From an optimization exercise on the open Yosys and OpenROAD flow, aimed at small area, a short achievable clock period and few clock cycles per item; shortcuts taken in it are not production practice. Where RTL was checked, it was by simulation tests only, not by an equivalence proof against the original. Only the layout flow was run in runs 1 and 2; the RTL was not checked for function there. No activity file was given, so power comes from the tool's default toggle rates.

## design/flow/run.sh

```bash
#!/bin/bash
# synth_recipe.tcl (not shown) runs the flow's synth.tcl, then flattens the netlist and writes it again
# the make line also repeats each setting of config.mk as NAME=value (left out here)
make -C /OpenROAD-flow-scripts/flow DESIGN_CONFIG=/design/flow/config.mk WORK_HOME=/design/flow/orfs CLKGATE_MAP_FILE= SYNTH_SCRIPT=/design/flow/synth_recipe.tcl finish
```

## design/flow/config.mk

```make
export PLATFORM = sky130hd
export DESIGN_NAME = modbus_master
export DESIGN_NICKNAME = modbus_master
export VERILOG_FILES = /design/flow/design.v
export SDC_FILE = /design/flow/constraint.sdc
export NUM_CORES = 4
export LEC_CHECK = 0
export CAP_MARGIN = 20
export CORE_MARGIN = 2
export CORE_UTILIZATION = 55
export PLACE_DENSITY = 0.7
export SETUP_SLACK_MARGIN = 5
export SLEW_MARGIN = 20
```

## design/flow/constraint.sdc

```tcl
create_clock -name core_clock -period 9.0 [get_ports {clk}]
set_input_delay 1.8000 -clock core_clock [delete_from_list [all_inputs] [get_ports {clk}]]
set_output_delay 1.8000 -clock core_clock [all_outputs]
set_load 0.01 [all_outputs]
```

## design/flow/design.v

```verilog
module modbus_master #(
    parameter COUNT_MAX = 125
) (
    input  wire        clk,
    input  wire        rst,           
    input  wire        req_valid,
    output wire        req_ready,
    input  wire [7:0]  req_slave,
    input  wire [15:0] req_addr,
    input  wire [15:0] req_count,
    output wire        tx_valid,
    input  wire        tx_ready,
    output wire [7:0]  tx_data,
    input  wire        rx_valid,
    output wire        rx_ready,
    input  wire [7:0]  rx_data,
    input  wire        tmo,
    output wire        res_valid,
    input  wire        res_ready,
    output wire [15:0] res_data,
    output wire [2:0]  res_status,
    output wire        res_last
);
    localparam [2:0] ST_OK        = 3'd0,
                     ST_TIMEOUT   = 3'd1,
                     ST_CRC16     = 3'd2,
                     ST_ADDR_FUNC = 3'd3,
                     ST_LENGTH    = 3'd4,
                     ST_REFUSED   = 3'd5;
    localparam NW = 125;            
    localparam QD = 4;              
    localparam QB = 2;              
    reg  [7:0]  g;                  
    reg  [6:0]  p;                  
    reg         idle;               
    reg         frz;                
    reg  [7:0]  slave;
    reg  [15:0] addr;
    reg  [6:0]  count;
    reg         big;                
    reg  [6:0]  acount;             
    reg  [QB:0] owed;               
    reg         rdy_q;
    reg         refp;               
    reg         txv;
    reg  [7:0]  txd;
    reg  [2:0]  txc;
    reg  [15:0] crc;
    reg         inwin;              
    reg         rxr;
    reg  [1:0]  hdr;                
    reg  [8:0]  left;               
    reg         par;                
    reg  [7:0]  rxd_q;              
    reg         vq;
    reg         qb0, qb1, qb2, qhi, qlo, qc0, qc1;
    reg         tq;                 
    reg         bad_af, bad_len, bad_crc;
    reg  [7:0]  hb;                 
    reg         w0;                 
    reg  [7:0]  tgtm;               
    reg  [6:0]  s0m;                
    reg  [8:0]  iage;               
    reg  [2:0]  q_st  [0:QD-1];
    reg  [6:0]  q_cnt [0:QD-1];
    reg  [6:0]  q_s0  [0:QD-1];
    reg  [QB-1:0] qwp, qrp;
    reg  [QB:0] qn;
    reg         rd_act;             
    reg  [2:0]  rd_st;
    reg  [6:0]  rd_rem;             
    reg  [6:0]  x;                  
    reg  [8:0]  dage;               
    reg         dsat;
    reg         rv;
    reg  [15:0] rdat;
    reg  [2:0]  rstat;
    reg         rlast;
    wire req_hs = req_valid && rdy_q;
    wire tx_hs  = txv && tx_ready;
    wire rx_hs  = rx_valid && rxr;
    reg  [16*NW-1:0] ring;
    wire [15:0] rword = ring[x*16 +: 16];
    wire        we = vq && qlo;
    always @(posedge clk)
        ring <= {ring[16*(NW-1)-1:0], we ? {hb, rxd_q} : ring[16*NW-1 -: 16]};
    wire [7:0] crc_in = inwin ? rxd_q : txd;
    reg [15:0] crc_next;
    integer k;
    always @(*) begin
        crc_next = crc ^ {8'h00, crc_in};
        for (k = 0; k < 8; k = k + 1)
            crc_next = crc_next[0] ? ((crc_next >> 1) ^ 16'hA001) : (crc_next >> 1);
    end
    wire       fin = vq && qc1;
    wire [2:0] fin_st = (bad_crc || rxd_q != crc[15:8]) ? ST_CRC16 :
                        bad_af  ? ST_ADDR_FUNC :
                        bad_len ? ST_LENGTH : ST_OK;
    wire       push = fin || tq || refp;
    wire [2:0] push_st = refp ? ST_REFUSED : tq ? ST_TIMEOUT : fin_st;
    wire [6:0] push_cnt = (fin && fin_st == ST_OK) ? acount : 7'd0;
    wire [QD-1:0] q_has;
    genvar gi;
    generate for (gi = 0; gi < QD; gi = gi + 1) begin : g_has
        wire [QB-1:0] off = gi[QB-1:0] - qrp;
        assign q_has[gi] = ({1'b0, off} < qn) && (q_cnt[gi] != 7'd0);
    end endgenerate
    wire dv = (rd_act && rd_rem != 7'd0) || (|q_has);
    wire cur_lo  = (hdr == 2'd3) && (left > 9'd2) && par;
    wire cur_hi  = (hdr == 2'd3) && (left > 9'd2) && !par;
    wire al      = (vq && qlo) || (w0 ? g[0] : (g == tgtm));
    wire guard   = dv && (dsat || dage >= 2*NW - 10);
    wire lo_blk  = !al || guard;
    wire last_now = (left == 9'd1);
    wire tmo_hit = inwin && tmo && !(rx_hs && last_now);
    wire win_end = inwin && (tmo_hit || (rx_hs && last_now));
    wire rdw_c = rd_act && rd_rem != 7'd0;        
    wire rds_c = rd_act && rd_rem == 7'd0;        
    wire free  = !rv || res_ready;
    wire rd_word = free && rdw_c;
    wire qne   = (qn != 0);
    wire pop   = qne && (!rd_act || (rds_c && free));
    wire [7:0] xs = {1'b0, p} - {1'b0, q_s0[qrp]};
    wire [6:0] xl = xs[7] ? xs[6:0] + NW : xs[6:0];
    wire [6:0] x_m1 = (x == 7'd0) ? NW - 1 : x - 7'd1;
    wire [6:0] x_p1 = (x == NW - 1) ? 7'd0 : x + 7'd1;
    wire res_done = rv && res_ready && rlast;
    always @(posedge clk) begin
        if (rst) begin
            g <= 8'd0; p <= 7'd0;
            idle <= 1'b1; frz <= 1'b0; rdy_q <= 1'b0; refp <= 1'b0;
            owed <= 0;
            txv <= 1'b0;
            inwin <= 1'b0; rxr <= 1'b0; tq <= 1'b0;
            w0 <= 1'b1;
            qwp <= 0; qrp <= 0; qn <= 0;
            rd_act <= 1'b0; rv <= 1'b0;
        end else begin
            g <= (g == 2*NW - 1) ? 8'd0 : g + 8'd1;
            p <= (p == NW - 1) ? 7'd0 : p + 7'd1;
            rdy_q <= ((idle && !(req_hs && !big)) || win_end) &&
                     req_valid && !frz && !req_hs && (owed < QD || res_done);
            refp <= req_hs && big;
            if (req_hs && !big) begin
                idle <= 1'b0;
                frz  <= 1'b1;
                txv  <= 1'b1;
            end
            if (vq && qb0) frz <= 1'b0;
            if (win_end && tmo_hit) frz <= 1'b0;
            case ({req_hs, res_done})
                2'b10: owed <= owed + 1'b1;
                2'b01: owed <= owed - 1'b1;
                default: ;
            endcase
            if (tx_hs && txc == 3'd7) begin
                txv   <= 1'b0;
                inwin <= 1'b1;
                rxr   <= 1'b1;
                w0    <= 1'b1;
            end
            if (inwin) begin
                if (win_end) begin
                    inwin <= 1'b0;
                    rxr   <= 1'b0;
                    idle  <= 1'b1;
                    tq    <= tmo_hit;
                end else begin
                    rxr <= !((rx_hs ? cur_hi : cur_lo) && lo_blk);
                end
            end
            if (tq) tq <= 1'b0;
            if (we) w0 <= 1'b0;
            if (push) qwp <= qwp + 1'b1;
            if (pop) qrp <= qrp + 1'b1;
            case ({push, pop})
                2'b10: qn <= qn + 1'b1;
                2'b01: qn <= qn - 1'b1;
                default: ;
            endcase
            if (pop)
                rd_act <= 1'b1;
            else if (rds_c && free)
                rd_act <= 1'b0;
            if (free)
                rv <= rd_act;
        end
    end
    always @(posedge clk) begin
        if (!frz) begin
            slave <= req_slave;
            addr  <= req_addr;
            count <= req_count[6:0];
            big   <= (req_count > COUNT_MAX);
        end
        if (req_hs && !big)
            acount <= count;
        if (!frz)
            txd <= req_slave;
        else if (tx_hs) begin
            case (txc)
                3'd0: txd <= 8'h03;
                3'd1: txd <= addr[15:8];
                3'd2: txd <= addr[7:0];
                3'd3: txd <= 8'h00;
                3'd4: txd <= {1'b0, count};
                3'd5: txd <= crc_next[7:0];
                3'd6: txd <= crc[15:8];
                default: ;
            endcase
        end
        if (req_hs)
            txc <= 3'd0;
        else if (tx_hs)
            txc <= txc + 3'd1;
        if ((req_hs && !big) || (tx_hs && txc == 3'd7))
            crc <= 16'hFFFF;
        else if ((tx_hs && txc < 3'd6) || (vq && !qc0 && !qc1))
            crc <= crc_next;
        if (tx_hs && txc == 3'd7) begin
            hdr  <= 2'd0;
            left <= 9'd5 + {1'b0, acount, 1'b0};
            par  <= 1'b0;
        end else if (rx_hs) begin
            left <= left - 9'd1;
            if (hdr != 2'd3) hdr <= hdr + 2'd1;
            else par <= !par;
        end
        rxd_q <= rx_data;
        vq    <= rx_hs;
        qb0 <= (hdr == 2'd0);
        qb1 <= (hdr == 2'd1);
        qb2 <= (hdr == 2'd2);
        qhi <= cur_hi;
        qlo <= cur_lo;
        qc0 <= (hdr == 2'd3) && (left == 9'd2);
        qc1 <= (hdr == 2'd3) && (left == 9'd1);
        if (tx_hs && txc == 3'd7) begin
            bad_af <= 1'b0; bad_len <= 1'b0; bad_crc <= 1'b0;
        end else if (vq) begin
            if (qb0 && rxd_q != slave) bad_af <= 1'b1;
            if (qb1 && rxd_q != 8'h03) bad_af <= 1'b1;
            if (qb2 && rxd_q != {acount, 1'b0}) bad_len <= 1'b1;
            if (qc0 && rxd_q != crc[7:0]) bad_crc <= 1'b1;
        end
        if (vq && qhi) hb <= rxd_q;
        if (we) tgtm <= g;
        if (we && w0) s0m <= p;
        iage <= (we && w0) ? 9'd0 : (iage == 9'h1FF) ? iage : iage + 9'd1;
        if (push) begin
            q_st[qwp]  <= push_st;
            q_cnt[qwp] <= push_cnt;
            q_s0[qwp]  <= s0m;
        end
        if (pop) begin
            rd_st  <= q_st[qrp];
            rd_rem <= q_cnt[qrp];
        end else if (rd_word)
            rd_rem <= rd_rem - 7'd1;
        x <= pop ? xl : rd_word ? x_m1 : x_p1;
        if (free) begin
            rdat  <= rword;
            rstat <= rdw_c ? ST_OK : rd_st;
            rlast <= !rdw_c;
        end
        if (!dv) begin
            dage <= iage + 9'd1;
            dsat <= (iage == 9'h1FF);
        end else begin
            if (dage == 9'h1FF) dsat <= 1'b1;
            if (rd_word && !dsat) dage <= (dage == 9'd0) ? 9'd0 : dage - 9'd1;
            else if (dage != 9'h1FF) dage <= dage + 9'd1;
        end
    end
    assign req_ready  = rdy_q;
    assign tx_valid   = txv;
    assign tx_data    = txd;
    assign rx_ready   = rxr;
    assign res_valid  = rv;
    assign res_data   = rdat;
    assign res_status = rstat;
    assign res_last   = rlast;
endmodule
```

==> flow_results.org, run 1 <==
** Outcome
- Outcome :: no timing/DRC/antenna violations

** Layout
- Fraction of the core area covered by cells at the end of the flow :: 62.9%
- Fraction of layout cells with a size suffix above 1 :: approximately 23%
- Design area :: 78900 sq um
- Finished Layout Cells :: 6207
- Leading cell type in the layout, fill and taps excluded :: dfxtp_1
- Net count of the finished layout :: 4477
- Area delta synth->final :: 13.8%
- Fill cells :: 8884
- In the layout the commonest cells are dfxtp_1, mux4_2, clkbuf_16.

** Setup path
- Crit path launch type :: flip-flop
- Family with the most delay on the worst path :: buffers and inverters
- CP arrival :: 4430 ps
- The critical path in this run is classified as reg -> reg.
- The critical path goes through buf_4, buf_6, mux4_2, mux2i_1, a2111oi_0, nor4_1, a311oi_1.
- Worst path required time :: a little under 10000 ps
- Maximum fanout along the worst path :: 45
- The critical path contains buffers and inverters numbering 2 combined.
- In this design, the stage delay of the slowest critical-path cell is 860 ps.
- Element type at the critical path end :: flip-flop
- Slowest CP cell :: a2111oi_0

** Place
- Once placement completed, the tool counted placed cells totaling 5811.
- Final Wtd Congestion :: 0.834
- Area of placed instances :: 71500 sq um
- HPWL Detailed :: around 76000 microns
- The count of buffers added on input and output ports is 86.

** Clock tree
- TritonCTS clock tree :: done
- The longest clock path from root to sink contains 3 buffers.
- Clock transition at the register clock pins on the worst setup and hold paths after CTS :: 60 ps
- Buffers inserted during clock tree synthesis total 208.
- Insertion delay of the later-clocked pin in the worst-skew pair :: 810 ps
- Counting every sink on the clock net gives 2282.
- Depth of the CTS H-tree :: 4
- The tree is rooted in a clkbuf_16.
- For this design, the CTS-stage hold fixing added 0 buffers.

** Synthesis
- Share of the yosys chip area belonging to registers :: roughly two thirds
- Number of storage elements in the synthesis netlist :: 2282
- Synthesis produced a netlist whose cell count is between 4k and 5k.
- The synthesized netlist occupies a cell area of 69300 sq um.
- Post-synthesis cell type count :: 80
- After synthesis, the cell types taking the most area are dfxtp_1, mux4_2, edfxtp_1, nand2_1, ha_1.
- Post-synthesis net count :: 4354
- Synth async-reset ratio :: 0%
- Most area-hungry cell type in the Yosys netlist :: dfxtp_1
- In this run the biggest area consumer among cell types represents 60.5% of the synthesized area.
- For this run, the number of Yosys warnings is 1.
- In the synthesized netlist the dominant register cell turns out to be dfxtp_1.
- Count of flip-flops with a built-in enable after synthesis :: 187
- A synthesized cell averages roughly 16 sq um.

** Global routing
- First-pass GRT wire length :: 208000 microns
- Initial antenna violation count :: 4
- Global routing finished with a remaining overflow of 0.
- Gr busiest metal :: met2
- Vias in the first global route :: ~37k
- In the global route stage, met1 resource usage came out at approximately 30%.
- In the global route stage, met3 resource usage came out at under 10%.
- For met2 alone, demand over resource in global routing was 31.4%.
- Global routing used 20.4% of the available tracks across all layers.
- Largest net degree at the start of global routing :: approximately 120

** STA
- Setup violations remaining at the end of the flow were counted as 0.
- Maximum clock rate :: 262 MHz
- Final Cycle Share :: 42.3%
- At the pin with the least slew margin, the transition time is 1130 ps.
- Period minus WS final :: 3810 ps
- Final number of hold-violating endpoints :: 0
- Unrepaired setup endpoints after global routing :: no
- Clock skew on the completed layout was measured at ~27 ps.
- Relative slew margins :: 24.3%
- The final number of max-transition violations came to 0.
- Setup total negative slack on the finished layout was measured at 0 ps.

** Flow run
- Max-cap violations :: 0

** Pwr
- The analysis attributes to net switching a power of 6.72 mW.
- Per report_power, the combinational group accounts for 17.8% of the total.
- Net switching is roughly 28% of the power.
- The clock network is responsible for a little under two fifths of the overall power.
- For this design the static power due to leakage is about 29 nW.
- Part of the power in registers :: between 40% and 50%
- The worst-case IR drop observed on VDD is roughly 0.22 mV.
- The internal portion of the total power is about 17 mW.
- Power spread over the standard cell area amounts to 305 nW/um^2.

** Floorplanning
- Top-level port count :: 87
- Die outline area :: around 130000 sq um
- The initial utilization of the core area, before any placement, comes to a little under three fifths.
- From bottom edge to top edge, the die measures between 300 and 400 microns.
- Core Rows :: 130
- The floorplan step defined a core boundary enclosing 125000 sq um.
- The floorplan step set the die width to 359 microns.

** Route
- After detailed routing, the number of remaining DRC violations is 0.
- After detailed routing, the average wire length per cell comes to 20.9 microns.
- Total wirelength of the detailed-routed design :: 130000 microns
- Remaining number of nets flagged by the antenna check after routing :: 0
- Pre-Repair DR Iteration Count :: 7
- Via-to-Cell Ratio :: 5.55
- Vias post-DR :: 34.4k
- Detailed router's first-iteration violation count :: 2499

** Min path
- Worst min path class :: reg -> reg
[through the flow]
step	hold slack (ps)	setup slack (ps)	power, mW
2_1_floorplan	326	5130	14.0
3_3_place_gp	327	4000	15.2
3_5_place_dp	331	3980	15.2
4_1_cts	334	5030	24.3
5_1_grt	338	5000	25.0
6_report	331	5190	24.1
[layer usage]
| layer | vias to the layer above | part of all wire, % |
|---|---|---|
| li1 | 16000 | - |
| met1 | 17500 | 47 |
| met2 | 768 | 45 |
| met3 | 239 | 5.1 |
| met4 | 4 | 2.8 |
| met5 | - | 0.022 |
[flip-flops by register name, indices dropped and copies added, names as in the netlist, 7 cells and up, named ones only]
name,cells
slave,8
rdat,16
left,9
s0m,7
q_s0,28
rd_rem,7
g,8
q_cnt,28
ring,2000
x,7
txd,8
addr,16
crc,16
hb,8
dage,9
rxd_q,8
q_st,12
p,7
iage,9
tgtm,8
count,7
acount,7
[synthesized netlist by cell type (16+ instances only)]
| cell type | count |
|---|---|
| nor3_1 | 23 |
| o21ai_0 | 65 |
| nand2_1 | 183 |
| a221oi_1 | 27 |
| mux2_2 | 24 |
| buf_6 | 23 |
| xnor2_1 | 62 |
| dfxtp_1 | 2095 |
| xor2_1 | 48 |
| mux2i_1 | 54 |
| a31oi_1 | 21 |
| nor4_1 | 21 |
| clkbuf_1 | 94 |
| buf_4 | 32 |
| buf_2 | 58 |
| nand3_1 | 54 |
| ha_1 | 44 |
| nor2b_1 | 16 |
| edfxtp_1 | 187 |
| inv_1 | 54 |
| mux4_2 | 575 |
| a22oi_1 | 31 |
| a21oi_1 | 77 |
| nor2_1 | 128 |
| and2_1 | 28 |
| and3_1 | 20 |
[worst register-to-register path, stage by stage (launching register included)]
cell       delay (ps)
dfxtp_4           720
buf_4             760
buf_6             570
mux4_2            320
mux2i_1            60
a2111oi_0         860
nor4_1            110
a311oi_1          220
[path summary, 6_finish.rpt]
kind,start,endpoint,slack (ps),cells after the start
setup / recovery,x[2],rdat[3],5190,7
hold / removal,ring[1732],ring[1748],330,0
setup reg to reg,x[2],rdat[3],5190,7
hold reg to reg,ring[1732],ring[1748],330,0
[power by group through the flow]
stage	Clock [mW]	Sequential (mW)	Combinational [mW]
after floorplan	0	10.7	3.29
after global placement	0	11.0	4.26
after detailed placement	0	11.0	4.26
after CTS	9.23	10.7	4.34
after global routing	9.66	10.7	4.63
final	9.06	10.7	4.29
[cell families after synthesis]
| kind of cell | count (synthesis) | share of synthesized area, % |
|---|---|---|
| adder cells (fa/ha/maj) | 47 | 0.881 |
| AND/OR/NAND/NOR | 525 | 3.51 |
| XOR/XNOR | 117 | 1.62 |
| multiplexers | 654 | 19.9 |
| flip-flops | 2282 | 68.6 |
| buffers and inverters | 276 | 2.04 |
| AO/OA/AOI/OAI | 351 | 3.48 |
[cell type report]
cell class,instances,area (sq um),share of cell area (%)
Timing Repair Buffer,132,1370,1.74
Inverter,56,221,0.281
Timing Repair inverter,1,5.00,0.00635
Sequential cell,2282,47600,60.3
Clock inverter,95,1130,1.44
Antenna cell,1,2.50,0.00317
Tap cell,1650,2060,2.62
Clock buffer,296,6100,7.74
Multi-Input combinational cell,1694,20400,25.9
[timing repair]
item | 4_1_cts | 5_1_grt
gates cloned | 1 | 2
endpoints found under the hold margin | 0 | 0
gates resized for setup | 9 | 5
setup buffers | 1 | 0
setup endpoints to repair | 16 | 10
==> inputs of run 2 (changes only) <==
--- a/design/flow/config.mk
+++ b/design/flow/config.mk
@@ -9,4 +9,6 @@
 export CORE_MARGIN = 2
 export CORE_UTILIZATION = 55
+export CTS_BUF_LIST = sky130_fd_sc_hd__clkbuf_8
+export CTS_CLUSTER_SIZE = 30
 export PLACE_DENSITY = 0.7
 export SETUP_SLACK_MARGIN = 5
==> run 2 against run 1 <==
Hold slack worse by 23 ps; cell area is 0.55% lower; sequential power hardly changed; non-clock buffer count stayed put; final cell count is 3.4% higher; largest cell class unchanged; largest power group unchanged; highest routed layer unchanged.
==> flow_results.org, run 2 <==
** STA
- The max-slew headroom at the worst pin came to 25.2% (+0.91 points).
- Setup_tns :: 0 ps (unchanged)
- Final number of hold-violating endpoints :: 0 (unchanged)
- Unrepaired setup endpoints after global routing :: no
- The clock period minus final worst setup slack is 3880 ps (+69.4 ps).
- Setup clock skew after layout :: 40.9 ps (+13.9 ps)
- Final Cycle Share :: 43.1% (+0.77 points)
- The final setup violation count is 0 (unchanged).
- The final number of max-transition violations was 0 (unchanged).
- Worst-margin pin slew :: 1120 ps (-13.6 ps)
- Maximum clock rate :: 258 MHz (-1.8%)
- The final worst slack was 5120 ps (-69.4 ps).

** Synthesis
- The number of unique standard cell types used by synthesis came to 80 (unchanged).
- Share of Yosys cell area claimed by the top area cell type :: 60.5% (unchanged)
- Count of flip-flops with a built-in enable after synthesis :: 187 (unchanged)
- Top flip-flop cell by instance count after synthesis :: dfxtp_1
- Cell types occupying the most area after synthesis :: dfxtp_1, mux4_2, edfxtp_1, nand2_1, ha_1
- Number of storage elements in the synthesis netlist :: 2282 (unchanged)
- Most frequent cell after synthesis :: dfxtp_1
- The biggest area contributor in the post-synthesis netlist is dfxtp_1.
- Most instantiated cells after synthesis :: dfxtp_1, mux4_2, edfxtp_1
- Post-synthesis cell area :: 69300 sq um (unchanged)
- Synth async-reset ratio :: 0% (unchanged)
- Ys Warns :: 1 (unchanged)
- The share of synthesized area occupied by flip-flops and latches was 68.6% (unchanged).
- Syn Area/Cell :: 16.3 sq um (unchanged)
- The net count of the mapped netlist was 4354 (unchanged).
- The gate count of the mapped netlist was 4252 (unchanged).

** Layout
- Footprint of the flip-flops and latches :: 47600 sq um (unchanged)
- The post-route non-filler standard cell count is 6416 (+3.4%).
- The library cell used most frequently in the layout, excluding fill and tap cells, is dfxtp_1.
- Largest register FFs :: 2000 (unchanged)
- The net total in the final layout was 4622 (+3.2%).
- The area growth from synthesis to layout is 13.1%.
- The fraction of layout instances using a drive strength above 1 is 24.6% (+1.8 points).
- Leaving out fill and tap cells, the most frequent cells in the layout are dfxtp_1, mux4_2, clkbuf_8.
- The number of inserted filler cells in the final layout was 9023 (+1.6%).
- In the final layout, the registers with the most flip-flops are ring (2000), q_cnt (28), q_s0 (28).
- The register with the most flip-flops in the final layout is ring.
- Area taken by multi-input logic gates :: 20400 sq um (about the same)

** Setup path
- The highest cell delay on the worst timing path came to 600 ps (-260 ps).
- Element type at the critical path end :: output port
- The worst setup path is of the reg -> out kind.
- The worst setup path is launched from a flip-flop.
- Count of cells along the worst register-to-register path :: 7 (unchanged)
- Chain of cells forming the critical path :: clkdlybuf4s50_1
- The highest fanout seen on the critical path was 1 (-98%).
- The critical path data required time is 7200 ps (-2420 ps).
- Slowest CP cell :: clkdlybuf4s50_1
- The number of cells on the critical path is 1 (-6).
- The buffering stage count on the worst path with inverters included was 1 (-1).
- The kind of cell with the highest combined delay along the critical path is buffers and inverters.
- CP arrival :: 2080 ps (-2350 ps)

** Global routing
- Largest net degree at the start of global routing :: 116 (unchanged)
- The all-layer global routing usage is 20.6% (+0.21 points).
- The initial antenna violation count came to 5 (+1).
- The wire length of the first global-routing pass came to 210000 microns (+1.2%).
- The via count of the first global-routing pass came to 37.9k (+3.5%).
- Overflow left after global routing :: 0 (unchanged)

** Min path
- The hold-critical path depth is 0 (unchanged).
- In this run the worst hold path is classified as reg -> reg.

** Place
- HPWL Detailed :: 75800 microns (unchanged)
- Number of cells in the design after placement :: 5811 (unchanged)
- Setup WS pre-CTS :: 3980 ps (unchanged)
- Final Wtd Congestion :: 0.834 (unchanged)
- The total of buffers placed on input and output ports was 86 (unchanged).

** Floorplanning
- The I/O pin total is 87 (unchanged).
- Horizontal die dimension :: 359 microns (unchanged)
- Die outline area :: 129000 sq um (unchanged)
- The number of cell rows is 130 (unchanged).
- The initial core utilization was 55.3% (unchanged).
- Placeable core area :: 125000 sq um (unchanged)
- Die boundary height :: 359 microns (unchanged)

** Pwr
- Total power :: 23.2 mW (-3.6%)
- The power density normalized to cell area was 296 nW/um^2 (-3.1%).
- The leakage component of the power was 29.8 nW (+1.2%).
- The worst IR drop on VDD came to 0.229 mV (+4.4%).

** Route
- Total wirelength of the detailed-routed design :: 131000 microns (+0.96%)
- Vias post-DR :: 35.2k (+2.3%)
- The number of detailed-routing iterations run before antenna repair was 5 (-2).
- Remaining number of nets flagged by the antenna check after routing :: 0 (unchanged)
- Average wire per standard cell :: 20.5 microns (-2.3%)
- Via-to-Cell Ratio :: 5.49 (-1.0%)
- DRC Markers :: 0 (unchanged)
- The number of DRC violations after detailed-routing iteration 0 was 2327 (-6.9%).

** Outcome
- The flow ran to the end and the layout has no timing, DRC or antenna violations.

** Clock tree
- TritonCTS clock tree :: done
- Num CTS Buffers :: 354 (+70%)
- The depth of the CTS H-tree is 5 (+1).
- The clock insertion delay at the later pin of the skew report came to 990 ps (+180 ps).
- The CTS clock-pin slew for the worst setup and hold paths was 60 ps (about the same).
- The root buffer cell chosen for the clock tree is clkbuf_8.
- The clock sink total is 2282 (unchanged).
- Worst-case clock buffer depth :: 4 (+1)

** Flow run
- The number of max-cap violations is 0 (unchanged).
## run 2: worst reg2reg max path, cell delays in order (launching register included)
cell      delay (ps)
dfxtp_4          870
buf_6            530
buf_6            480
mux4_2           430
mux4_2           470
mux2_2           300
a221oi_1         350
nor2_1            90
## run 2: routing by layer
layer / wire (microns) / track usage, %
met5: 11 / 0
met4: 3610 / 8.10
met3: 6780 / 4.26
met2: 59500 / 31.7
met1: 61400 / 29.0
## run 2: cell type report
cell class              instances  share of cell area, %
multi-input cells            1694                   26.0
clock buffers                 448                   7.86
well taps                    1650                   2.63
inverters                      56                  0.282
clock inverters               149                  0.817
repair buffers                132                   1.74
diodes                          5                 0.0160
flip-flops and latches       2282                   60.7
## run 2: logic make-up after synthesis
group	Yosys count	share of synthesized area [%]
DFF	2282	68.6
xor gates and xnor gates	117	1.62
adders and majority gates	47	0.881
AOI/OAI and AO/OA	351	3.48
muxes	654	19.9
buffers and inverters	276	2.04
and+or+nand+nor	525	3.51
## run 2: worst paths after layout
check	startpoint	endpoint	slack (ps)
max	rdat[12]	res_data[12]	5120
min	ring[1206]	ring[1222]	310
max reg2reg	x[1]	rdat[10]	5240
min reg2reg	ring[1206]	ring[1222]	310
## run 2: repair_timing
item / 4_1_cts / 5_1_grt
gates resized for setup: 6 / 10
buffers inserted: 1 / 0
hold buffers: 0 / 0
cloned: 0 / 2
setup endpoints to repair: 14 / 13
## run 2: metrics by stage
step / instance area [sq um] / hold slack [ps] / utilization [%]
floorplan: 69300 / 326 / -
global placement: 71500 / 327 / 57.0
finish: 78400 / 308 / 62.5
global route: 78400 / 313 / 62.5
detailed placement: 71500 / 331 / 57.0
CTS: 78300 / 310 / 62.5
## run 2: report_power, final
part | internal [mW] | switching [mW] | total (mW) | leakage [nW]
logic | 1.66 | 2.61 | 4.28 | 7.09
registers | 10.4 | 0.309 | 10.7 | 18.7
clock network | 4.47 | 3.74 | 8.20 | 3.95
total | 16.6 | 6.66 | 23.2 | 29.8
==> inputs of run 3 (changes only) <==
--- a/design/flow/design.v
+++ b/design/flow/design.v
@@ -40,5 +40,4 @@
     reg         big;                
     reg  [6:0]  acount;             
-    reg  [QB:0] owed;               
     reg         rdy_q;
     reg         refp;               
@@ -97,6 +96,7 @@
                         bad_af  ? ST_ADDR_FUNC :
                         bad_len ? ST_LENGTH : ST_OK;
-    wire       push = fin || tq || refp;
-    wire [2:0] push_st = refp ? ST_REFUSED : tq ? ST_TIMEOUT : fin_st;
+    wire       room = (qn != QD);
+    wire       push = fin || ((tq || refp) && room);
+    wire [2:0] push_st = tq ? ST_TIMEOUT : refp ? ST_REFUSED : fin_st;
     wire [6:0] push_cnt = (fin && fin_st == ST_OK) ? acount : 7'd0;
     wire [QD-1:0] q_has;
@@ -113,4 +113,6 @@
     wire lo_blk  = !al || guard;
     wire last_now = (left == 9'd1);
+    wire last_nxt = rx_hs ? (left == 9'd2) : last_now;
+    wire fin_blk  = !room || tq || refp;
     wire tmo_hit = inwin && tmo && !(rx_hs && last_now);
     wire win_end = inwin && (tmo_hit || (rx_hs && last_now));
@@ -130,5 +132,4 @@
             g <= 8'd0; p <= 7'd0;
             idle <= 1'b1; frz <= 1'b0; rdy_q <= 1'b0; refp <= 1'b0;
-            owed <= 0;
             txv <= 1'b0;
             inwin <= 1'b0; rxr <= 1'b0; tq <= 1'b0;
@@ -140,6 +141,10 @@
             p <= (p == NW - 1) ? 7'd0 : p + 7'd1;
             rdy_q <= ((idle && !(req_hs && !big)) || win_end) &&
-                     req_valid && !frz && !req_hs && (owed < QD || res_done);
-            refp <= req_hs && big;
+                     req_valid && !frz && !req_hs && !(refp && !(room && !tq)) &&
+                     !(tq && !room) && !(win_end && tmo_hit);
+            if (req_hs && big)
+                refp <= 1'b1;
+            else if (refp && room && !tq)
+                refp <= 1'b0;
             if (req_hs && !big) begin
                 idle <= 1'b0;
@@ -149,9 +154,4 @@
             if (vq && qb0) frz <= 1'b0;
             if (win_end && tmo_hit) frz <= 1'b0;
-            case ({req_hs, res_done})
-                2'b10: owed <= owed + 1'b1;
-                2'b01: owed <= owed - 1'b1;
-                default: ;
-            endcase
             if (tx_hs && txc == 3'd7) begin
                 txv   <= 1'b0;
@@ -167,8 +167,8 @@
                     tq    <= tmo_hit;
                 end else begin
-                    rxr <= !((rx_hs ? cur_hi : cur_lo) && lo_blk);
+                    rxr <= !(((rx_hs ? cur_hi : cur_lo) && lo_blk) || (last_nxt && fin_blk));
                 end
             end
-            if (tq) tq <= 1'b0;
+            if (tq && room) tq <= 1'b0;
             if (we) w0 <= 1'b0;
             if (push) qwp <= qwp + 1'b1;
--- a/design/flow/config.mk
+++ b/design/flow/config.mk
@@ -9,6 +9,6 @@
 export CORE_MARGIN = 2
 export CORE_UTILIZATION = 55
-export CTS_BUF_LIST = sky130_fd_sc_hd__clkbuf_8
-export CTS_CLUSTER_SIZE = 30
+export CTS_CLUSTER_DIAMETER = 45
+export CTS_CLUSTER_SIZE = 32
 export PLACE_DENSITY = 0.7
 export SETUP_SLACK_MARGIN = 5
==> run 3 against run 2 <==
Largest power group unchanged; synthesized area shrank 0.60%; via count shrank 6.5%; final cell count shrank 6.9%; combinational power shrank 9.1%; largest cell class unchanged; sequential cell count shrank 3; still clean.
==> flow_results.org, run 3 <==
** Outcome
- The flow ran to the end and the layout has no timing, DRC or antenna violations.

** STA
- Worst-margin pin slew :: 977 ps (-141 ps)
- Final Cycle Share :: 41.9% (-1.2 points)
- The post-route clock skew is 32.4 ps (-8.43 ps).
- Unrepaired setup endpoints after global routing :: no
- Setup_tns :: 0 ps (unchanged)
- The final setup violation count came to 0 (unchanged).
- Maximum clock rate :: 265 MHz (+2.9%)
- The clock period minus final worst setup slack came to 3770 ps (-110 ps).
- Max-slew violation total from the final report :: 0 (unchanged)
- The number of hold violations in the final report was 0 (unchanged).
- Relative slew margins :: 34.9% (+9.7 points)

** Floorplanning
- Die boundary height :: 358 microns (-0.30%)
- Core Rows :: 129 (-0.77%)
- The I/O pin total came to 87 (unchanged).
- The initial core utilization is 55.6% (+0.31 points).
- The area of the die was 128000 sq um (-0.60%).
- The die extent in x was 358 microns (-0.30%).
- The placeable core area was 124000 sq um (-1.2%).

** Layout
- The flip-flop count of the largest register after layout came to 2000 (unchanged).
- Leaving out fill and tap cells, the most frequent cell in the layout is dfxtp_1.
- The final antenna diode count was 0 (-5).
- Fill cells :: 8920 (-1.1%)
- In the layout the commonest cells are dfxtp_1, mux4_2, edfxtp_1.
- The fraction of layout instances using a drive strength above 1 was 23.0% (-1.5 points).
- The post-route non-filler standard cell count came to 5975 (-6.9%).
- Biggest register :: ring
- Design area :: 77000 sq um (-1.8%)
- Area delta synth->final :: 11.7%
- Net count of the finished layout :: 4306 (-6.8%)
- Largest regs :: ring (2000), q_cnt (28), q_s0 (28)

** Synthesis
- Count of flip-flops with a built-in enable after synthesis :: 187 (unchanged)
- Yosys attributes the largest share of cell area to dfxtp_1, mux4_2, edfxtp_1, mux2i_1, xnor2_1.
- The share of Yosys cell area claimed by the top area cell type is 60.8% (+0.28 points).
- The combined area of all synthesized cells was 68900 sq um (-0.60%).
- Number of standard cells after synthesis :: 4116 (-3.2%)
- In the synthesized netlist the dominant register cell turns out to be dfxtp_1.
- Post-synthesis net count :: 4217 (-3.1%)
- Syn Area/Cell :: 16.7 sq um (+2.7%)
- The share of synthesized area occupied by flip-flops and latches was 68.9% (+0.33 points).
- Ys Warns :: 1 (unchanged)
- Synth async-reset ratio :: 0% (unchanged)
- Number of storage elements in the synthesis netlist :: 2279 (-0.13%)
- In the post-synthesis netlist, the cell with the most instances is dfxtp_1.
- The number of unique standard cell types used by synthesis is 65 (-19%).
- Most area-hungry cell type in the Yosys netlist :: dfxtp_1
- Most instantiated cells after synthesis :: dfxtp_1, mux4_2, edfxtp_1

** Setup path
- Worst path required time :: 9690 ps (+2490 ps)
- The signal on the critical path passes through clkdlybuf4s50_1, nor2b_1, o21ai_0, o31ai_1, buf_4, clkinvlp_4, ha_1, inv_1, fa_1, xor2_1, or3_1, a21oi_1.
- Among all stages on the critical path, the largest delay is contributed by clkdlybuf4s50_1.
- The highest cell delay on the worst timing path was 400 ps (-200 ps).
- The buffering stage count on the worst path with inverters included is 4 (+3).
- Element type at the critical path end :: flip-flop
- Family with the most delay on the worst path :: buffers and inverters
- Crit path launch type :: input port
- Setup Crit Path Kind :: in -> reg
- CP arrival :: 4460 ps (+2380 ps)
- Maximum fanout along the worst path :: 15 (+14)
- Critical path depth :: 12 (+11)
- The worst-case reg-to-reg path depth was 14 (+7).

** Global routing
- The remaining global-route overflow was 0 (unchanged).
- The initial antenna violation count was 7 (+2).
- The largest net degree at the start of global routing came to 122 (+5.2%).
- First-pass GRT wire length :: 194000 microns (-7.7%)
- The all-layer global routing usage is 19.3% (-1.3 points).
- Vias in the first global route :: 34.3k (-9.4%)

** Flow run
- The number of max-cap violations came to 0 (unchanged).

** Clock tree
- Num CTS Buffers :: 164 (-54%)
- The clock sink total came to 2279 (-0.13%).
- The hold-fix buffer count after cts came to 0 (unchanged).
- The depth of the CTS H-tree was 4 (-1).
- The CTS clock-pin slew for the worst setup and hold paths came to 90 ps (+30 ps).
- TritonCTS clock tree :: done
- The number of buffers on the longest clock path is 3 (-1).
- The clock insertion delay at the later pin of the skew report is 800 ps (-190 ps).
- The root buffer cell chosen for the clock tree is clkbuf_16.

** Pwr
- The power consumption came to 22.2 mW (-4.4%).
- The net switching component of the power was 6.41 mW (-3.8%).
- Switching part of the total power :: 28.9% (+0.15 points)
- Comb power frac :: 17.5% (-0.9 points)
- The worst IR drop on VDD is 0.227 mV (-1.1%).
- Part of the power in registers :: 48.0% (+1.8 points)
- The internal power contribution is 15.8 mW (-4.6%).
- The leakage component of the power is 28.5 nW (-4.2%).
- The power density normalized to cell area is 288 nW/um^2 (-2.6%).
- The proportion of power drawn by the clock network came to 34.5% (-0.8 points).

** Route
- Remaining number of nets flagged by the antenna check after routing :: 0 (unchanged)
- Vias post-DR :: 32.9k (-6.5%)
- Wire length on met3 :: 5360 microns (-21%)
- The number of DRC violations after detailed-routing iteration 0 came to 2316 (-0.47%).
- The sum of routed wire segments on met1 was 58000 microns (-5.5%).
- The per-cell routed wire length was 20.4 microns (-0.43%).
- DRC Markers :: 0 (unchanged)
- The routed wire length came to 122000 microns (-7.3%).
- Pre-Repair DR Iteration Count :: 5 (unchanged)
- The vias per cell is 5.51 (+0.38%).
- Signal routing reaches up to met5.
- The amount of wire on met2 after detailed routing came to 55900 microns (-6.1%).

** Min path
- Worst min path class :: reg -> reg
- Min-Delay Path Depth :: 0 (unchanged)

** Place
- The total of buffers placed on input and output ports was 86 (unchanged).
- The cell count after placement was 5673 (-2.4%).
- The post-placement cell area came to 71200 sq um (-0.34%).
- The sum of net half-perimeters after detailed placement came to 71700 microns (-5.4%).
- The final weighted congestion in routability-driven placement was 0.803 (-3.7%).
## run 3: changes by cell type after synthesis, moves of 7 or more
cell	delta
nand2_1	-64
mux4_2	+43
a22oi_1	-20
buf_6	-20
o21ai_0	+19
a221oi_1	-15
a311oi_1	-12
mux2i_1	+11
and2_1	-10
a31oi_1	-8
o22ai_1	+8
nand4_1	-7
## run 3: metrics by stage
step                worst slack, ps  util [%]  hold WS (ps)
floorplan                      5060         -           326
global placement               4120      57.5           327
detailed placement             4100      57.5           331
CTS                            5070      62.1           322
global route                   5020      62.1           324
finish                         5230      62.1           319
## run 3: what timing repair did
| item | in CTS | in global routing |
|---|---|---|
| resized for setup | 1 | 4 |
| setup buffers | 0 | 1 |
| setup endpoints to repair | 1 | 9 |
| hold endpoints to repair | 0 | 0 |
| gates cloned | 0 | 2 |
## run 3: power by group through the flow
stage | clock (mW) | sequential, mW | combinational (mW)
after floorplan | 0 | 10.7 | 3.12
after global placement | 0 | 10.9 | 3.90
after detailed placement | 0 | 10.9 | 3.91
after CTS | 7.82 | 10.7 | 3.92
after global routing | 8.22 | 10.7 | 4.23
final | 7.66 | 10.7 | 3.89
## run 3: kinds of logic (layout without fill, tap and decap cells)
family / after synthesis / in the layout / synth area share [%]
mux: 705 / 705 / 21.5
fa+ha+maj: 47 / 47 / 0.872
compound gates: 284 / 284 / 2.59
flops: 2279 / 2279 / 68.9
buf+inv: 260 / 482 / 1.75
simple gates: 425 / 425 / 2.87
xor+xnor: 116 / 116 / 1.49
## run 3: routing by layer
metal	vias up	track usage (%)
met4	4	5.43
met3	180	3.63
met1	16700	28.2
met5	-	0
met2	590	29.7
li1	15400	-
## run 3: path summary, 6_finish.rpt
| path | slack [ps] | startpoint | to |
|---|---|---|---|
| max reg2reg | 5280 | rd_rem[0] | qn[2] |
| min reg2reg | 320 | ring[1478] | ring[1494] |
| max | 5230 | res_ready | qn[2] |
| min | 320 | ring[1478] | ring[1494] |
## run 3: layout make-up
class	count	area, sq um	area share (%)
timing repair buffer	128	1310	1.70
multi-input combinational	1577	20200	26.3
timing repair inverter	1	5.00	0.00650
clock buffer	181	4270	5.55
sequential	2279	47500	61.7
tap	1637	2050	2.66
inverter	54	206	0.268
clock inverter	118	1410	1.83
Testbench counts of run 3, summed over its fixed seeds: cycles 16,705, transactions 320.
==> inputs of run 4 (changes only) <==
--- a/design/flow/config.mk
+++ b/design/flow/config.mk
@@ -9,6 +9,6 @@
 export CORE_MARGIN = 2
 export CORE_UTILIZATION = 55
-export CTS_CLUSTER_DIAMETER = 45
-export CTS_CLUSTER_SIZE = 32
+export CTS_CLUSTER_DIAMETER = 75
+export CTS_CLUSTER_SIZE = 30
 export PLACE_DENSITY = 0.7
 export SETUP_SLACK_MARGIN = 5
==> run 4 against run 3 <==
Synthesized area stayed put; sequential share of layout area is 2.3 points higher; clock skew is 7.7 ps higher; via count is 2.1% lower; utilization is 2.2 points lower; largest power group unchanged; sequential power hardly changed; routed wire length is 2.1% lower; combinational power hardly changed; critical path type unchanged; clock power is 32% lower; final cell count is 2.5% lower; first-iteration DRC count is 5.0% higher.
==> flow_results.org, run 4 <==
** Outcome
- Outcome :: no timing/DRC/antenna violations

** Floorplanning
- The I/O pin total is 87 (unchanged).
- The placeable core area came to 124000 sq um (unchanged).
- Die outline area :: 128000 sq um (unchanged)
- The number of cell rows is 129 (unchanged).
- The initial core utilization was 55.6% (unchanged).
- The vertical extent of the die is 358 microns (unchanged).
- The die extent in x was 358 microns (unchanged).

** STA
- Setup-violating endpoint count in the final report :: 0 (unchanged)
- The maximum clock frequency came to 262 MHz (-1.1%).
- Setup clock skew after layout :: 40.1 ps (+7.67 ps)
- Max-slew violation total from the final report :: 0 (unchanged)
- Setup repair after global routing could not meet its margin everywhere.
- Setup_tns :: 0 ps (unchanged)
- The clock period minus final worst setup slack came to 3810 ps (+42.4 ps).
- Worst slack on hold paths :: 329 ps (+9.84 ps)
- The max-slew headroom at the worst pin is 34.5% (-0.35 points).
- The period utilization was 42.4% (+0.47 points).
- Final number of hold-violating endpoints :: 0 (unchanged)
- The actual transition at the worst max-transition pin was 980 ps (+3.29 ps).

** Synthesis
- The post-synthesis sequential element count came to 2279 (unchanged).
- The basic-gate share of the synthesized area counting and, or, nand and nor cells is 2.87% (unchanged).
- The gate count of the mapped netlist came to 4116 (unchanged).
- The adder-cell area share of the yosys netlist was 0.872% (unchanged).
- The yosys synthesis warning count is 1 (unchanged).
- Post-synthesis cell type count :: 65 (unchanged)
- The number of synthesized flops with an enable pin is 187 (unchanged).
- In the synthesized netlist the dominant register cell turns out to be dfxtp_1.
- By area the synthesized netlist is led by dfxtp_1, mux4_2, edfxtp_1, mux2i_1, xnor2_1.
- After synthesis, the largest family of logic cells by area is multiplexers.
- Share of the yosys chip area belonging to registers :: 68.9% (unchanged)
- Yosys instantiated no cell more often than dfxtp_1.
- Post-synthesis cell area :: 68900 sq um (unchanged)
- dfxtp_1 takes more of the synthesized area than any other cell.
- The post-synthesis compound-gate area fraction came to 2.59% (unchanged).
- The net count of the mapped netlist was 4217 (unchanged).
- Synth async-reset ratio :: 0% (unchanged)
- The average cell area after synthesis is 16.7 sq um (unchanged).
- Multiplexer fraction of the synthesized cell area :: 21.5% (unchanged)
- Most instantiated cells after synthesis :: dfxtp_1, mux4_2, edfxtp_1
- The fraction of synthesized cell area in xor and xnor cells was 1.49% (unchanged).
- The share of Yosys cell area claimed by the top area cell type was 60.8% (unchanged).

** Pwr
- Power per cell area :: 266 nW/um^2 (-7.7%)
- The worst IR drop on VDD came to 0.198 mV (-13%).
- Leakage power total :: 27.2 nW (-4.5%)
- Internal power :: 14.1 mW (-10%)
- Clock network power share :: 26.4% (-8.1 points)
- Comb power frac :: 19.6% (+2.1 points)
- The switching share of power is 28.4% (-0.40 points).
- The sequential power share was 53.9% (+5.9 points).
- The net switching component of the power came to 5.62 mW (-12%).
- Total power :: 19.8 mW (-11%)

** Place
- Number of buffer cells added on primary ports :: 86 (unchanged)
- The final weighted congestion in routability-driven placement is 0.803 (unchanged).
- HPWL Detailed :: 71700 microns (unchanged)
- The cell count after placement is 5673 (unchanged).

** Route
- The number of remaining DRC errors was 0 (unchanged).
- Total wirelength of the detailed-routed design :: 119000 microns (-2.1%)
- Pre-Repair DR Iteration Count :: 5 (unchanged)
- Via-to-Cell Ratio :: 5.53 (+0.40%)
- The remaining antenna violation count after routing came to 0 (unchanged).
- The routed via count came to 32.2k (-2.1%).
- The per-cell routed wire length is 20.5 microns (+0.41%).
- Detailed router's first-iteration violation count :: 2431 (+5.0%)

** Setup path
- The critical path arrival is 4450 ps (about the same).
- Setup Crit Path Kind :: in -> reg
- Element type at the critical path end :: flip-flop
- The highest fanout seen on the critical path came to 15 (unchanged).
- STA classifies the critical path startpoint as an input port.
- Worst path required time :: 9640 ps (-50 ps)

** Layout
- Leading cell type in the layout, fill and taps excluded :: dfxtp_1
- Fraction of layout cells with a size suffix above 1 :: 20.1% (-2.9 points)
- Commonest non-fill, non-tap cells in the layout :: dfxtp_1, mux4_2, edfxtp_1
- Compared with the post-synthesis result, the final layout area differs by 7.81%.
- Ranked by flip-flop count, first place goes to ring.
- Net count of the finished layout :: 4236 (-1.6%)
- Largest register FFs :: 2000 (unchanged)
- The post-route non-filler standard cell count is 5824 (-2.5%).
- Largest regs :: ring (2000), q_cnt (28), q_s0 (28)

** Clock tree
- Depth of the CTS H-tree :: 3 (-1)
- The number of buffers created by CTS was 94 (-43%).
- Insertion delay of the later-clocked pin in the worst-skew pair :: 710 ps (-90 ps)
- TritonCTS built the clock tree.
- The tree is rooted in a clkbuf_16.
- Worst-case clock buffer depth :: 3 (unchanged)
- The clock sink total was 2279 (unchanged).
- Clock transition at the register clock pins on the worst setup and hold paths after CTS :: 100 ps (about the same)

** Flow run
- The number of max-cap violations came to 0 (unchanged).

** Global routing
- The largest net degree at the start of global routing is 122 (unchanged).
- First-pass GRT wire length :: 190000 microns (-2.2%)
- Initial antenna violation count :: 8 (+1)
- The all-layer global routing usage is 18.7% (-0.55 points).
- Overflow left after global routing :: 0 (unchanged)
- Vias in the first global route :: 33.5k (-2.5%)

** Min path
- The min-delay analysis places its worst path in the category reg -> reg.
[run 4: worst paths after layout]
check,start,end,slack [ps],cells after the start
worst max register to register,rd_rem[0],qn[2],5270,14
worst max-delay path,res_ready,qn[2],5190,12
worst min register to register,ring[1342],ring[1358],330,0
worst min-delay path,ring[1342],ring[1358],330,0
[run 4: power groups by stage]
| stage | clock, mW | combinational, mW | sequential [mW] |
|---|---|---|---|
| 3_3_place_gp | 0 | 3.90 | 10.9 |
| 5_1_grt | 5.70 | 4.23 | 10.7 |
| 6_report | 5.22 | 3.88 | 10.7 |
| 3_5_place_dp | 0 | 3.91 | 10.9 |
| 2_1_floorplan | 0 | 3.12 | 10.7 |
| 4_1_cts | 5.37 | 3.92 | 10.7 |
[run 4: cell families after synthesis]
kind of cell,count (synthesis)
buffers and inverters,260
AO/OA/AOI/OAI,284
flip-flops,2279
multiplexers,705
XOR/XNOR,116
AND/OR/NAND/NOR,425
adder cells (fa/ha/maj),47
[run 4: critical path, cell delays in order]
cell and delay (ps):
clkdlybuf4s50_1 400, nor2b_1 390, o21ai_0 180, o31ai_1 110
buf_4 260, clkinvlp_4 260, ha_1 290, inv_1 70
fa_1 170, xor2_1 70, or3_1 300, a21oi_1 140
[run 4: timing repair]
item	in CTS	in global routing
hold buffers	0	0
buffers inserted	0	1
cloned	0	2
setup endpoints to repair	1	13
gates resized for setup	1	5
[run 4: layout make-up]
class	count	area, sq um
flip-flops and latches	2279	47500
clock buffers	115	2510
clock inverters	32	438
repair inverters	1	5.00
fillers	9222	49700
inverters	54	206
well taps	1637	2050
diodes	1	2.50
repair buffers	128	1320
multi-input cells	1577	20200
[run 4: per-stage QoR]
step / cell area (sq um) / util [%] / worst slack [ps]
floorplan: 68900 / - / 5060
global placement: 71200 / 57.5 / 4120
detailed placement: 71200 / 57.5 / 4100
CTS: 74200 / 59.9 / 5020
global route: 74300 / 59.9 / 5000
finish: 74300 / 59.9 / 5190
[run 4: metal layers]
metal,vias up,track usage (%),share of wire (%)
met5,-,0,0.021
met3,151,3.02,4.0
met1,16400,27.8,48
li1,15100,-,-
met4,4,4.08,2.1
met2,514,29.3,46
==> inputs of run 5 (changes only) <==
--- a/design/flow/config.mk
+++ b/design/flow/config.mk
@@ -9,6 +9,6 @@
 export CORE_MARGIN = 2
 export CORE_UTILIZATION = 55
-export CTS_CLUSTER_DIAMETER = 75
-export CTS_CLUSTER_SIZE = 30
+export CTS_CLUSTER_DIAMETER = 60
+export CTS_CLUSTER_SIZE = 24
 export PLACE_DENSITY = 0.7
 export SETUP_SLACK_MARGIN = 5
==> run 5 against run 4 <==
Hold slack lost 1.8 ps; register-to-register slack is essentially flat; critical path type unchanged; non-clock buffer count is the same; power grew 6.9%; final cell count grew 1.4%; via count grew 1.3%.
==> flow_results.org, run 5 <==
** Outcome
- The flow ran to the end and the layout has no timing, DRC or antenna violations.

** Pwr
- Leakage power total :: 28.0 nW (+2.7%)
- The worst IR drop on VDD is 0.254 mV (+28%).
- The power density normalized to cell area is 279 nW/um^2 (+4.8%).

** Floorplanning
- The I/O pin total is 87 (unchanged).
- The initial core utilization is 55.6% (unchanged).
- The die extent in x is 358 microns (unchanged).
- The vertical extent of the die came to 358 microns (unchanged).
- Placeable core area :: 124000 sq um (unchanged)
- Die outline area :: 128000 sq um (unchanged)
- The number of cell rows came to 129 (unchanged).

** STA
- The aggregate negative setup slack was 0 ps (unchanged).
- The post-route clock skew was 27.8 ps (-12.3 ps).
- The final setup violation count was 0 (unchanged).
- The final number of max-transition violations came to 0 (unchanged).
- Final Cycle Share :: 42.1% (-0.24 points)
- Final number of hold-violating endpoints :: 0 (unchanged)
- The max-slew headroom at the worst pin came to 33.1% (-1.5 points).
- The maximum clock frequency came to 264 MHz (+0.58%).
- The actual transition at the worst max-transition pin was 1000 ps (+24.1 ps).
- Unrepaired setup endpoints after global routing :: no
- The clock period minus final worst setup slack came to 3790 ps (-22.0 ps).

** Place
- The sum of net half-perimeters after detailed placement came to 71700 microns (unchanged).
- The total of buffers placed on input and output ports was 86 (unchanged).
- Final Wtd Congestion :: 0.803 (unchanged)
- The cell count after placement came to 5673 (unchanged).

** Synthesis
- Cell types occupying the most area after synthesis :: dfxtp_1, mux4_2, edfxtp_1, mux2i_1, xnor2_1
- Most instantiated cells after synthesis :: dfxtp_1, mux4_2, edfxtp_1
- Ys Warns :: 1 (unchanged)
- Share of Yosys cell area claimed by the top area cell type :: 60.8% (unchanged)
- Multiplexer fraction of the synthesized cell area :: 21.5% (unchanged)
- Syn Area/Cell :: 16.7 sq um (unchanged)
- Post-synthesis cell area :: 68900 sq um (unchanged)
- The post-synthesis sequential element count was 2279 (unchanged).
- Synth async-reset ratio :: 0% (unchanged)
- The number of unique standard cell types used by synthesis came to 65 (unchanged).
- The share of synthesized area occupied by flip-flops and latches was 68.9% (unchanged).
- Area share of xor/xnor cells in the synthesized design :: 1.49% (unchanged)
- The basic-gate share of the synthesized area counting and, or, nand and nor cells is 2.87% (unchanged).
- Compound-gate portion of the synthesized area :: 2.59% (unchanged)
- Adder and majority gate portion of the synthesized area :: 0.872% (unchanged)
- Most area-hungry cell type in the Yosys netlist :: dfxtp_1
- The number of synthesized flops with an enable pin came to 187 (unchanged).
- The gate count of the mapped netlist came to 4116 (unchanged).
- Post-synthesis net count :: 4217 (unchanged)
- Top flip-flop cell by instance count after synthesis :: dfxtp_1
- By instance count, the leading cell after synthesis is dfxtp_1.
- After synthesis, the largest family of logic cells by area is multiplexers.

** Setup path
- Count of cells along the worst register-to-register path :: 14 (unchanged)
- The critical path arrival was 4470 ps (+20 ps).
- The critical path data required time is 9680 ps (+40 ps).
- Critical path depth :: 12 (unchanged)
- Setup Crit Path Kind :: in -> reg
- The critical path goes through clkdlybuf4s50_1, nor2b_1, o21ai_0, o31ai_1, buf_4, clkinvlp_4, ha_1, inv_1, fa_1, xor2_1, or3_1, a21oi_1.
- The highest cell delay on the worst timing path is 400 ps (about the same).
- The buffering stage count on the worst path with inverters included was 4 (unchanged).
- The highest fanout seen on the critical path came to 15 (unchanged).
- The setup slack on the worst flop-to-flop path was 5270 ps (about the same).
- The most critical setup path has its startpoint at res_ready.
- The most critical setup path has its endpoint at qn[2].
- Family with the most delay on the worst path :: buffers and inverters
- In this run the critical register-to-register path is captured at qn[2].
- Crit path launch type :: input port
- The largest individual stage delay along the critical path comes from the cell clkdlybuf4s50_1.
- STA classifies the critical path endpoint as a flip-flop.
- Origin of the critical flop-to-flop path :: rd_rem[0]

** Layout
- Leading cell type in the layout, fill and taps excluded :: dfxtp_1
- More flip-flops sit in one register than any other, and that register is ring.
- Fraction of layout cells with a size suffix above 1 :: 21.4% (+1.3 points)
- Fraction of the core area covered by cells at the end of the flow :: 61.1% (+1.2 points)
- The flip-flop count of the largest register after layout is 2000 (unchanged).
- The library cells used most frequently in the layout, excluding fill and tap cells, are dfxtp_1, mux4_2, edfxtp_1.
- Area delta synth->final :: 9.97%
- The net total in the final layout is 4276 (+0.94%).
- In the final layout, the registers with the most flip-flops are ring (2000), q_cnt (28), q_s0 (28).
- The post-route non-filler standard cell count was 5908 (+1.4%).

** Route
- Pre-Repair DR Iteration Count :: 5 (unchanged)
- Remaining number of nets flagged by the antenna check after routing :: 0 (unchanged)
- The number of DRC violations after detailed-routing iteration 0 was 2209 (-9.1%).
- Vias post-DR :: 32.6k (+1.3%)
- The per-cell routed wire length was 20.4 microns (-0.29%).
- The number of remaining DRC errors was 0 (unchanged).
- The vias per cell was 5.52 (-0.16%).
- The routed wire length was 121000 microns (+1.1%).

** Clock tree
- Hold-fix buffers at CTS :: 0 (unchanged)
- Worst-case clock buffer depth :: 3 (unchanged)
- Num CTS Buffers :: 134 (+43%)
- Insertion delay of the later-clocked pin in the worst-skew pair :: 760 ps (+50 ps)
- Clock transition at the register clock pins on the worst setup and hold paths after CTS :: 90 ps (about the same)
- TritonCTS clock tree :: done
- Depth of the CTS H-tree :: 4 (+1)
- Master cell of the clock root buffer :: clkbuf_16
- TritonCTS sink count :: 2279 (unchanged)

** Global routing
- The remaining global-route overflow was 0 (unchanged).
- The all-layer global routing usage was 19.0% (+0.29 points).
- The initial antenna violation count is 8 (unchanged).
- The via count of the first global-routing pass was 34.0k (+1.5%).
- First-pass GRT wire length :: 192000 microns (+1.1%)
- Largest net degree at the start of global routing :: 122 (unchanged)

** Min path
- Worst min path class :: reg -> reg

** Flow run
- The number of max-cap violations is 0 (unchanged).
[run 5: cell counts after synthesis]
No cell type changed its count.
[run 5: worst min path at each step]
stage | start | endpoint | slack (ps) | cells past startpoint
floorplan | ring[992] | ring[1008] | 330 | 0
global placement | ring[1973] | ring[1989] | 330 | 0
detailed placement | ring[1126] | ring[1142] | 330 | 0
CTS | ring[1470] | ring[1486] | 330 | 0
global route | ring[1470] | ring[1486] | 330 | 0
finish | ring[1470] | ring[1486] | 330 | 0
[run 5: what timing repair did]
| item | CTS | global route |
|---|---|---|
| buffers inserted | 0 | 1 |
| gates resized for setup | 1 | 4 |
| gates cloned | 0 | 2 |
| endpoints found under the setup margin | 1 | 9 |
[run 5: kinds of logic after synthesis]
| kind of cell | after synthesis |
|---|---|
| and+or+nand+nor | 425 |
| AOI/OAI and AO/OA | 284 |
| adders and majority gates | 47 |
| DFF | 2279 |
| buffers and inverters | 260 |
| xor gates and xnor gates | 116 |
| muxes | 705 |
[run 5: final cells by class]
cell class | count | area, sq um
clock inverter | 53 | 672
antenna | 1 | 2.50
tap | 1637 | 2050
timing repair inverter | 1 | 5.00
clock buffer | 178 | 3780
fill | 9089 | 48200
multi-input combinational | 1577 | 20200
inverter | 54 | 206
timing repair buffer | 128 | 1310
sequential | 2279 | 47500
[run 5: per-stage QoR]
| step | total power [mW] | area [sq um] | hold WS, ps | worst slack [ps] |
|---|---|---|---|---|
| 2_1_floorplan | 13.8 | 68900 | 326 | 5060 |
| 3_3_place_gp | 14.8 | 71200 | 327 | 4120 |
| 3_5_place_dp | 14.8 | 71200 | 331 | 4100 |
| 4_1_cts | 21.3 | 75700 | 328 | 5070 |
| 5_1_grt | 22.0 | 75800 | 332 | 5010 |
| 6_report | 21.1 | 75800 | 327 | 5210 |
[run 5: per-layer routing]
metal	vias to the layer above	wire, microns	GRT usage [%]
met3	161	4780	3.23
met1	16600	57900	28.1
met2	587	55600	29.4
met5	-	25	0
met4	4	2250	5.08
li1	15300	-	-
[run 5: power by group]
part	leakage (nW)	internal, mW	switching, mW
sequential	18.6	10.4	0.286
combinational	7.15	1.62	2.27
clock	2.18	3.25	3.33
total	28.0	15.2	5.89
==> inputs of run 6 (changes only) <==
--- a/design/flow/design.v
+++ b/design/flow/design.v
@@ -65,5 +65,5 @@
     reg  [6:0]  q_s0  [0:QD-1];
     reg  [QB-1:0] qwp, qrp;
-    reg  [QB:0] qn;
+    reg  [QD-1:0] q_v;              
     reg         rd_act;             
     reg  [2:0]  rd_st;
@@ -86,5 +86,5 @@
     wire [7:0] crc_in = inwin ? rxd_q : txd;
     reg [15:0] crc_next;
-    integer k;
+    integer k, qi;
     always @(*) begin
         crc_next = crc ^ {8'h00, crc_in};
@@ -96,5 +96,5 @@
                         bad_af  ? ST_ADDR_FUNC :
                         bad_len ? ST_LENGTH : ST_OK;
-    wire       room = (qn != QD);
+    wire       room = !(&q_v);
     wire       push = fin || ((tq || refp) && room);
     wire [2:0] push_st = tq ? ST_TIMEOUT : refp ? ST_REFUSED : fin_st;
@@ -103,6 +103,5 @@
     genvar gi;
     generate for (gi = 0; gi < QD; gi = gi + 1) begin : g_has
-        wire [QB-1:0] off = gi[QB-1:0] - qrp;
-        assign q_has[gi] = ({1'b0, off} < qn) && (q_cnt[gi] != 7'd0);
+        assign q_has[gi] = q_v[gi] && (q_cnt[gi] != 7'd0);
     end endgenerate
     wire dv = (rd_act && rd_rem != 7'd0) || (|q_has);
@@ -121,5 +120,5 @@
     wire free  = !rv || res_ready;
     wire rd_word = free && rdw_c;
-    wire qne   = (qn != 0);
+    wire qne   = |q_v;
     wire pop   = qne && (!rd_act || (rds_c && free));
     wire [7:0] xs = {1'b0, p} - {1'b0, q_s0[qrp]};
@@ -135,5 +134,5 @@
             inwin <= 1'b0; rxr <= 1'b0; tq <= 1'b0;
             w0 <= 1'b1;
-            qwp <= 0; qrp <= 0; qn <= 0;
+            qwp <= 0; qrp <= 0; q_v <= 0;
             rd_act <= 1'b0; rv <= 1'b0;
         end else begin
@@ -174,9 +173,8 @@
             if (push) qwp <= qwp + 1'b1;
             if (pop) qrp <= qrp + 1'b1;
-            case ({push, pop})
-                2'b10: qn <= qn + 1'b1;
-                2'b01: qn <= qn - 1'b1;
-                default: ;
-            endcase
+            for (qi = 0; qi < QD; qi = qi + 1) begin
+                if (push && qwp == qi) q_v[qi] <= 1'b1;
+                else if (pop && qrp == qi) q_v[qi] <= 1'b0;
+            end
             if (pop)
                 rd_act <= 1'b1;
==> design/flow/flow/run.sh (new file) <==
#!/bin/bash
set -euo pipefail
bash standard.sh SETUP_SLACK_MARGIN=6.3 finish > orfs_make.log 2>&1
==> design/flow/standard.sh (new file) <==
#!/bin/bash
# synth_recipe.tcl (not shown) runs the flow's synth.tcl, then flattens the netlist and writes it again
# the make line also repeats each setting of config.mk as NAME=value (left out here)
make -C /OpenROAD-flow-scripts/flow DESIGN_CONFIG=/design/flow/config.mk WORK_HOME=/design/flow/orfs CLKGATE_MAP_FILE= SYNTH_SCRIPT=/design/flow/synth_recipe.tcl "${@:-finish}"
--- a/design/flow/config.mk
+++ b/design/flow/config.mk
@@ -9,7 +9,6 @@
 export CORE_MARGIN = 2
 export CORE_UTILIZATION = 55
-export CTS_CLUSTER_DIAMETER = 60
-export CTS_CLUSTER_SIZE = 24
+export CTS_CLUSTER_DIAMETER = 75
+export CTS_CLUSTER_SIZE = 30
 export PLACE_DENSITY = 0.7
-export SETUP_SLACK_MARGIN = 5
 export SLEW_MARGIN = 20
removed: design/flow/run.sh
==> run 6 against run 5 <==
Cell area is 2.7% higher; via count up 5.3%; fmax up 16%; utilization rose by 1.1 points; non-clock buffer count grew 182; largest cell class unchanged; highest routed layer is now met4.
==> flow_results.org, run 6 <==
** Floorplanning
- Placeable core area :: 125000 sq um (+0.91%)
- The vertical extent of the die was 358 microns (+0.13%).
- The number of cell rows was 130 (+0.78%).
- The I/O pin total is 87 (unchanged).
- Initial standard-cell utilization of the core :: 55.2% (-0.35 points)
- Horizontal die dimension :: 358 microns (+0.13%)
- Die outline area :: 128000 sq um (+0.26%)

** Place
- Number of buffer cells added on primary ports :: 86 (unchanged)
- The final weighted congestion in routability-driven placement was 0.806 (+0.34%).
- The post-placement cell area was 71400 sq um (+0.24%).

** Clock tree
- The clock sink total was 2280 (+0.044%).
- Worst-case clock buffer depth :: 3 (unchanged)
- The depth of the CTS H-tree is 3 (-1).
- Hold-fix buffers at CTS :: 0 (unchanged)
- Clock transition at the register clock pins on the worst setup and hold paths after CTS :: 110 ps (+20 ps)
- Master cell of the clock root buffer :: clkbuf_16
- Insertion delay of the later-clocked pin in the worst-skew pair :: 710 ps (-50 ps)
- The number of buffers created by CTS was 93 (-31%).

** Global routing
- First-pass GRT wire length :: 212000 microns (+11%)
- The via count of the first global-routing pass is 35.0k (+3.1%).
- Overflow left after global routing :: 0 (unchanged)
- The initial antenna violation count is 1 (-7).
- Largest net degree at the start of global routing :: 82 (-33%)

** Setup path
- CP Buf/Inv Count :: 1 (-3)
- Crit path launch type :: flip-flop
- CP arrival :: 1460 ps (-3010 ps)
- Tracing the worst setup path back leads to its startpoint at rdat[4].
- Slowest CP cell :: edfxtp_1
- Destination of the worst register-to-register timing path :: x[5]
- The critical path data required time was 7200 ps (-2480 ps).
- The setup slack on the worst flop-to-flop path is 6020 ps (+750 ps).
- The worst-case reg-to-reg path depth came to 11 (-3).
- Family with the most delay on the worst path :: flip-flops
- By startpoint and endpoint, the worst setup path is classified as reg -> out.
- The highest fanout seen on the critical path came to 1 (-14).
- The highest cell delay on the worst timing path came to 550 ps (+150 ps).

** Layout
- ring holds more flip-flops than any other register.
- The final instance area is 77800 sq um (+2.7%).
- The largest registers in the layout are ring (2000), q_cnt (28), q_s0 (28).
- The flip-flop count of the largest register after layout is 2000 (unchanged).
- The utilization after layout was 62.2% (+1.1 points).
- The fraction of layout instances using a drive strength above 1 came to 25.6% (+4.2 points).
- Leading cell type in the layout, fill and taps excluded :: dfxtp_1
- The top cell types in the final layout, fill and taps aside, are dfxtp_1, mux4_2, edfxtp_1.

** STA
- Setup-violating endpoint count in the final report :: 0 (unchanged)
- The max-slew headroom at the worst pin is 27.3% (-5.8 points).
- The final number of max-transition violations is 0 (unchanged).
- The aggregate negative setup slack was 0 ps (unchanged).

** Route
- The number of remaining DRC errors came to 0 (unchanged).
- Detailed router's first-iteration violation count :: 2815 (+27%)
- The vias per cell was 5.69 (+2.9%).
- Total wirelength of the detailed-routed design :: 141000 microns (+17%)
- Vias post-DR :: 34.4k (+5.3%)

** Synthesis
- The average cell area after synthesis is 16.7 sq um (-0.46%).
- Most instantiated cells after synthesis :: dfxtp_1, mux4_2, edfxtp_1
- The share of synthesized area occupied by flip-flops and latches came to 68.8% (-0.15 points).
- Most frequent cell after synthesis :: dfxtp_1
- The fraction of synthesis flops using an asynchronous set or reset pin came to 0% (unchanged).
- The number of unique standard cell types used by synthesis is 75 (+15%).
- Compound-gate portion of the synthesized area :: 3.18% (+0.59 points)
- The gate count of the mapped netlist came to 4146 (+0.73%).
- The yosys synthesis warning count was 1 (unchanged).
- The post-synthesis sequential element count was 2280 (+0.044%).
- Top flip-flop cell by instance count after synthesis :: dfxtp_1
- Post-synthesis net count :: 4246 (+0.69%)
- The synthesized design spends more area on one cell type than any other, namely dfxtp_1.
- By area the synthesized netlist is led by dfxtp_1, mux4_2, edfxtp_1, mux2i_1, ha_1.

** Min path
- The worst hold path belongs to the class reg -> reg.

** Outcome
- Outcome :: no timing/DRC/antenna violations

** Flow run
- Max-cap violations :: 0 (unchanged)

** Pwr
- The power density normalized to cell area came to 270 nW/um^2 (-3.0%).
run 6: area by class of cell:
type	count	area [sq um]
Timing Repair Buffer	310	4220
Sequential cell	2280	47600
Clock inverter	27	342
Inverter	48	203
Clock buffer	120	2530
Tap cell	1650	2060
Fill cell	8954	47300
Antenna cell	1	2.50
Multi-Input combinational cell	1609	20900
Timing Repair inverter	1	8.76
run 6: cells by family (layout without fill, tap and decap cells):
family,Yosys count,after routing
buffers and inverters,260,506
adders and majority gates,46,46
DFF,2280,2280
and+or+nand+nor,418,420
xor gates and xnor gates,117,117
other,0,1
muxes,693,693
AOI/OAI and AO/OA,332,333
run 6: metrics by stage:
| stage | setup WS, ps | hold WS (ps) | cells | total power, mW |
|---|---|---|---|---|
| floorplan | 5920 | 323 | 4146 | 13.4 |
| detailed placement | 4850 | 331 | 5711 | 14.5 |
| CTS | 5700 | 313 | 5967 | 20.7 |
| global route | 5690 | 312 | 6045 | 21.8 |
| finish | 5740 | 318 | 6046 | 21.0 |
| global placement | 4710 | 324 | 5711 | 14.5 |
run 6: where the power goes:
part,internal (mW),switching (mW)
Clock,2.12,3.07
Sequential,10.3,0.0934
Combinational,2.49,2.96
Total,14.9,6.12
run 6: how the worst max path moves through the flow:
stage              endpoint  depth (start not counted)
4_1_cts        res_data[15]                          1
5_1_grt         res_data[4]                          1
3_5_place_dp        dage[2]                          8
3_3_place_gp           x[5]                          6
2_1_floorplan       dage[3]                          8
6_report        res_data[4]                          1
run 6: per-layer routing:
layer  GRT usage [%]  vias to the layer above  part of all wire (%)
met5               0                        -                     0
met4            4.42                        0                   2.1
met3            2.54                      163                   4.2
met2            33.7                      687                    46
met1            32.8                    17800                    48
li1                -                    15700                     -
run 6: repair_timing:
action                                  4_1_cts  5_1_grt
buffers inserted                             70       59
cloned                                       39       19
gates resized for setup                     282       85
endpoints found under the setup margin      150       97
pin swaps                                    24       43
Testbench counts of run 6, summed over its fixed seeds: cycles 16,705, transactions 320.
